This is an optimization exercise on Yosys and OpenROAD, whose aim is small area, a short achievable clock period and few clock cycles, not a production implementation. Function was checked by simulation only, so behaviour that the tests miss may differ from the original. Power and IR drop assume default switching activity.

// zs_codec
module zs_codec (
    input             clk,
    input             rst,           
    input             host_req,
    input             host_we,
    input      [10:0] host_addr,
    input      [7:0]  host_wdata,
    output            host_ready,
    output reg        host_rvalid,
    output reg [7:0]  host_rdata,
    output            tx_valid,
    output     [31:0] tx_frame,      
    input             tx_ready
);
    localparam [7:0] OP_NOP        = 8'h00;
    localparam [7:0] OP_CW_U16     = 8'h10;
    localparam [7:0] OP_CW_BYTES   = 8'h11;
    localparam [7:0] OP_CW_SUBSYS  = 8'h12;
    localparam [7:0] OP_CW_TYPE    = 8'h13;
    localparam [7:0] OP_CW_NAME    = 8'h14;
    localparam [7:0] OP_CW_SER     = 8'h15;
    localparam [7:0] OP_HDR_BYTES  = 8'h20;
    localparam [7:0] OP_HDR_SER    = 8'h21;
    localparam [7:0] OP_FRM_BYTES  = 8'h22;
    localparam [7:0] OP_FRM_SER    = 8'h23;
    localparam [7:0] OP_CHECKSUM   = 8'h30;
    localparam [7:0] OP_ENV_BYTES  = 8'h31;
    localparam [7:0] OP_ENV_SER    = 8'h32;
    localparam [7:0] OP_ENV_CMD    = 8'h33;
    localparam [7:0] OP_LINK_MAKE  = 8'h40;
    localparam [7:0] OP_LINK_ACK   = 8'h41;
    localparam [7:0] OP_LINK_PARSE = 8'h42;
    localparam [3:0] E_OK        = 4'd0;
    localparam [3:0] E_FRAMING   = 4'd1;
    localparam [3:0] E_CHECKSUM  = 4'd2;
    localparam [3:0] E_TRUNC     = 4'd3;
    localparam [3:0] E_VARIANT   = 4'd4;
    localparam [3:0] E_LENGTH    = 4'd5;
    localparam [3:0] E_ILLEGAL   = 4'd6;
    localparam [4:0] I_NOP = 5'd0,
                     I_CW_U16 = 5'd1,
                     I_CW_BYTES = 5'd2,
  ...
Settings: LEC_CHECK=0, ABC_CLOCK_PERIOD_IN_PS=3000, CAP_MARGIN=20, CORE_MARGIN=2, CORE_UTILIZATION=50, CTS_CLUSTER_DIAMETER=70, CTS_CLUSTER_SIZE=30, PLACE_DENSITY=0.65, SETUP_SLACK_MARGIN=5, SLEW_MARGIN=20; clock period 10.0 ns.
standard.sh (not shown) runs the stock make flow with config.mk's settings and CLKGATE_MAP_FILE= SYNTH_SCRIPT=/design/flow/synth_recipe.tcl, a recipe that flattens the netlist after the stock synthesis.
==> flow/flow/run.sh <==
#!/bin/bash
set -uo pipefail
bash standard.sh SETUP_SLACK_MARGIN=7 finish > flow_make.log 2>&1
status=$?
echo "standard.sh exit status $status" >> flow_make.log
exit $status
Testbench counts at the start, summed over its fixed seeds: cycles 111,956.
Edit:
==> flow/flow/run.sh (replaced) <==
#!/bin/bash
set -uo pipefail
bash standard.sh SETUP_SLACK_MARGIN=6.5 finish > flow_make.log 2>&1
status=$?
echo "standard.sh exit status $status" >> flow_make.log
exit $status
ABC_CLOCK_PERIOD_IN_PS = 3500   (was 3000)
Effect: Clock-buffer cell count came out lower by 1; total power barely changes; global-route usage drops by 0.52 points; routed wire length goes down by 2.4%.

---

== v25 ==
zs_codec, a different RTL version from the one above (not shown whole).
For scale: roughly 6800 flip-flops, roughly 67 I/O pins.
export LEC_CHECK = 0
export ABC_CLOCK_PERIOD_IN_PS = 5000
export CAP_MARGIN = 20
export CORE_MARGIN = 2
export CORE_UTILIZATION = 50
export CTS_CLUSTER_DIAMETER = 70
export CTS_CLUSTER_SIZE = 30
export PLACE_DENSITY = 0.65
export SETUP_SLACK_MARGIN = 5
export SLEW_MARGIN = 20
create_clock -name core_clock -period 10.0 [get_ports {clk}]
==> flow/flow/run.sh <==
#!/bin/bash
set -uo pipefail
MARGIN=7
REP=orfs/reports/sky130hd/zs_codec/base

clean_layout() {
  local r=$REP/6_finish.rpt
  [[ -f $r && -f $REP/drt_antennas.log ]] || return 1
  grep -q "^Net:" $REP/drt_antennas.log && return 1
  for k in "max slew" "max cap" "setup" "hold"; do
    grep -q "^$k violation count 0$" $r || return 1
  done
  return 0
}

attempt() {
  local n=$1; shift
  rm -f out/final.def
  bash standard.sh SETUP_SLACK_MARGIN=$MARGIN "$@" finish > flow_make_$n.log 2>&1
  local st=$?
  echo "standard.sh exit status $st" >> flow_make_$n.log
  [[ $st -eq 0 && -s out/final.def ]] || return 1
  if ! clean_layout; then
    echo "the layout has violations; trying again" >> flow_make_$n.log
    return 1
  fi
  return 0
}

attempt 1 && exit 0
mv orfs orfs_attempt1
attempt 2 PLACE_DENSITY=0.62 CORE_UTILIZATION=48 && exit 0
mv orfs orfs_attempt2
rm -f out/final.def
bash standard.sh SETUP_SLACK_MARGIN=$MARGIN PLACE_DENSITY=0.68 CORE_UTILIZATION=52 finish > flow_make_3.log 2>&1
st=$?
echo "standard.sh exit status $st" >> flow_make_3.log
exit $st
Testbench counts of v25, summed over its fixed seeds: cycles 111,884.
Relative to v25, the following input files were edited for v54:
Settings: PLACE_DENSITY now 0.72, was 0.65; CORE_UTILIZATION now 58, was 50; ABC_CLOCK_PERIOD_IN_PS now 3000, was 5000.
==> flow/flow/run.sh <==
#!/bin/bash
set -uo pipefail
bash standard.sh SETUP_SLACK_MARGIN=7 finish > flow_make.log 2>&1
status=$?
echo "standard.sh exit status $status" >> flow_make.log
exit $status
==> comparison <==
- Complete run, failing final checks: v54, reason max-capacitance violations, max-slew violations.
- Diff v25 -> v54 | sequential share of layout area | increase of 0.73 points
- Sum of routed wire segments on met1 on v54 is down relative to v25.
- Sort v54 and v25 by total power asc -> top: v54
- Compare v54 and v25 | initial core utilization higher: v54
- Relative to v25, the initial antenna violation count measured on v54 has decreased by more than 10%.
- In v54, post-synthesis to final-layout area growth is lower than in v25.
Input-level comparison between v49 and v54:
Settings: changing CAP_MARGIN from 20 to 25; changing SLEW_MARGIN from 20 to 25.
==> flow/flow/run.sh <==
#!/bin/bash
set -uo pipefail
MARGIN=7
REP=orfs/reports/sky130hd/zs_codec/base

clean_layout() {
  local r=$REP/6_finish.rpt
  [[ -f $r && -f $REP/drt_antennas.log ]] || return 1
  grep -q "^Net:" $REP/drt_antennas.log && return 1
  for k in "max slew" "max cap" "setup" "hold"; do
    grep -q "^$k violation count 0$" $r || return 1
  done
  return 0
}

attempt() {
  local n=$1; shift
  rm -f out/final.def
  bash standard.sh SETUP_SLACK_MARGIN=$MARGIN "$@" finish > flow_make_$n.log 2>&1
  local st=$?
  echo "standard.sh exit status $st" >> flow_make_$n.log
  [[ $st -eq 0 && -s out/final.def ]] || return 1
  if ! clean_layout; then
    echo "the layout has violations; trying again" >> flow_make_$n.log
    return 1
  fi
  return 0
}

attempt 1 && exit 0
mv orfs orfs_attempt1
attempt 2 PLACE_DENSITY=0.68 CORE_UTILIZATION=54 && exit 0
mv orfs orfs_attempt2
rm -f out/final.def
bash standard.sh SETUP_SLACK_MARGIN=$MARGIN PLACE_DENSITY=0.65 CORE_UTILIZATION=50 finish > flow_make_3.log 2>&1
st=$?
echo "standard.sh exit status $st" >> flow_make_3.log
exit $st
### Flow results
v49 finished end to end and its layout was clean on timing, DRC and antenna. Diff v54 and v49: iteration-0 DRC count of the detailed router higher in v49. Buffers inserted during post-CTS setup optimization went up by more than 10% going from v54 to v49. Between v49 and v54, the data required time at the worst endpoint does not differ in any meaningful way. Any difference in via density per instance between v49 and v54 is small enough to ignore. Taking v54 as the reference, in v49 number of global-route vias before repair shows an increase of 0.58%, total length of routed wires shows no meaningful change.

[separate check: timing with driven ports]
Ports are ideal in the flow. The routed layouts listed here were re-timed in OpenROAD. Step 1 assumes that a clkbuf_16 drives the clock port and a buf_2 every other input. Step 2 also shifts input and output timing later by t, the mid clock arrival at the registers, as if the neighbouring blocks saw the same clock. a / b / c = ideal ports / drivers / drivers and shift; a / b = the first two.
run	t (ns)	setup WS [ns]	hold WS [ns]	latest minus earliest clock arrival (ns)
the first run of note 1	1.060	6.506 / 6.399 / 5.734	0.270 / 0.270 / 0.270	0.102 / 0.102
the second run of note 1	1.050	6.391 / 6.343 / 5.566	0.283 / 0.283 / 0.283	0.109 / 0.109
v25	1.067	6.460 / 6.348 / 5.623	0.274 / 0.274 / 0.274	0.111 / 0.110
v54	1.062	6.388 / 6.388 / 5.557	0.305 / 0.305 / 0.305	0.089 / 0.089
v49	1.041	6.399 / 6.399 / 5.710	0.310 / 0.310 / 0.310	0.069 / 0.068
For v25, which loses most, drivers alone change the setup slack by -0.112 ns; drivers and shift together by -0.837 ns.
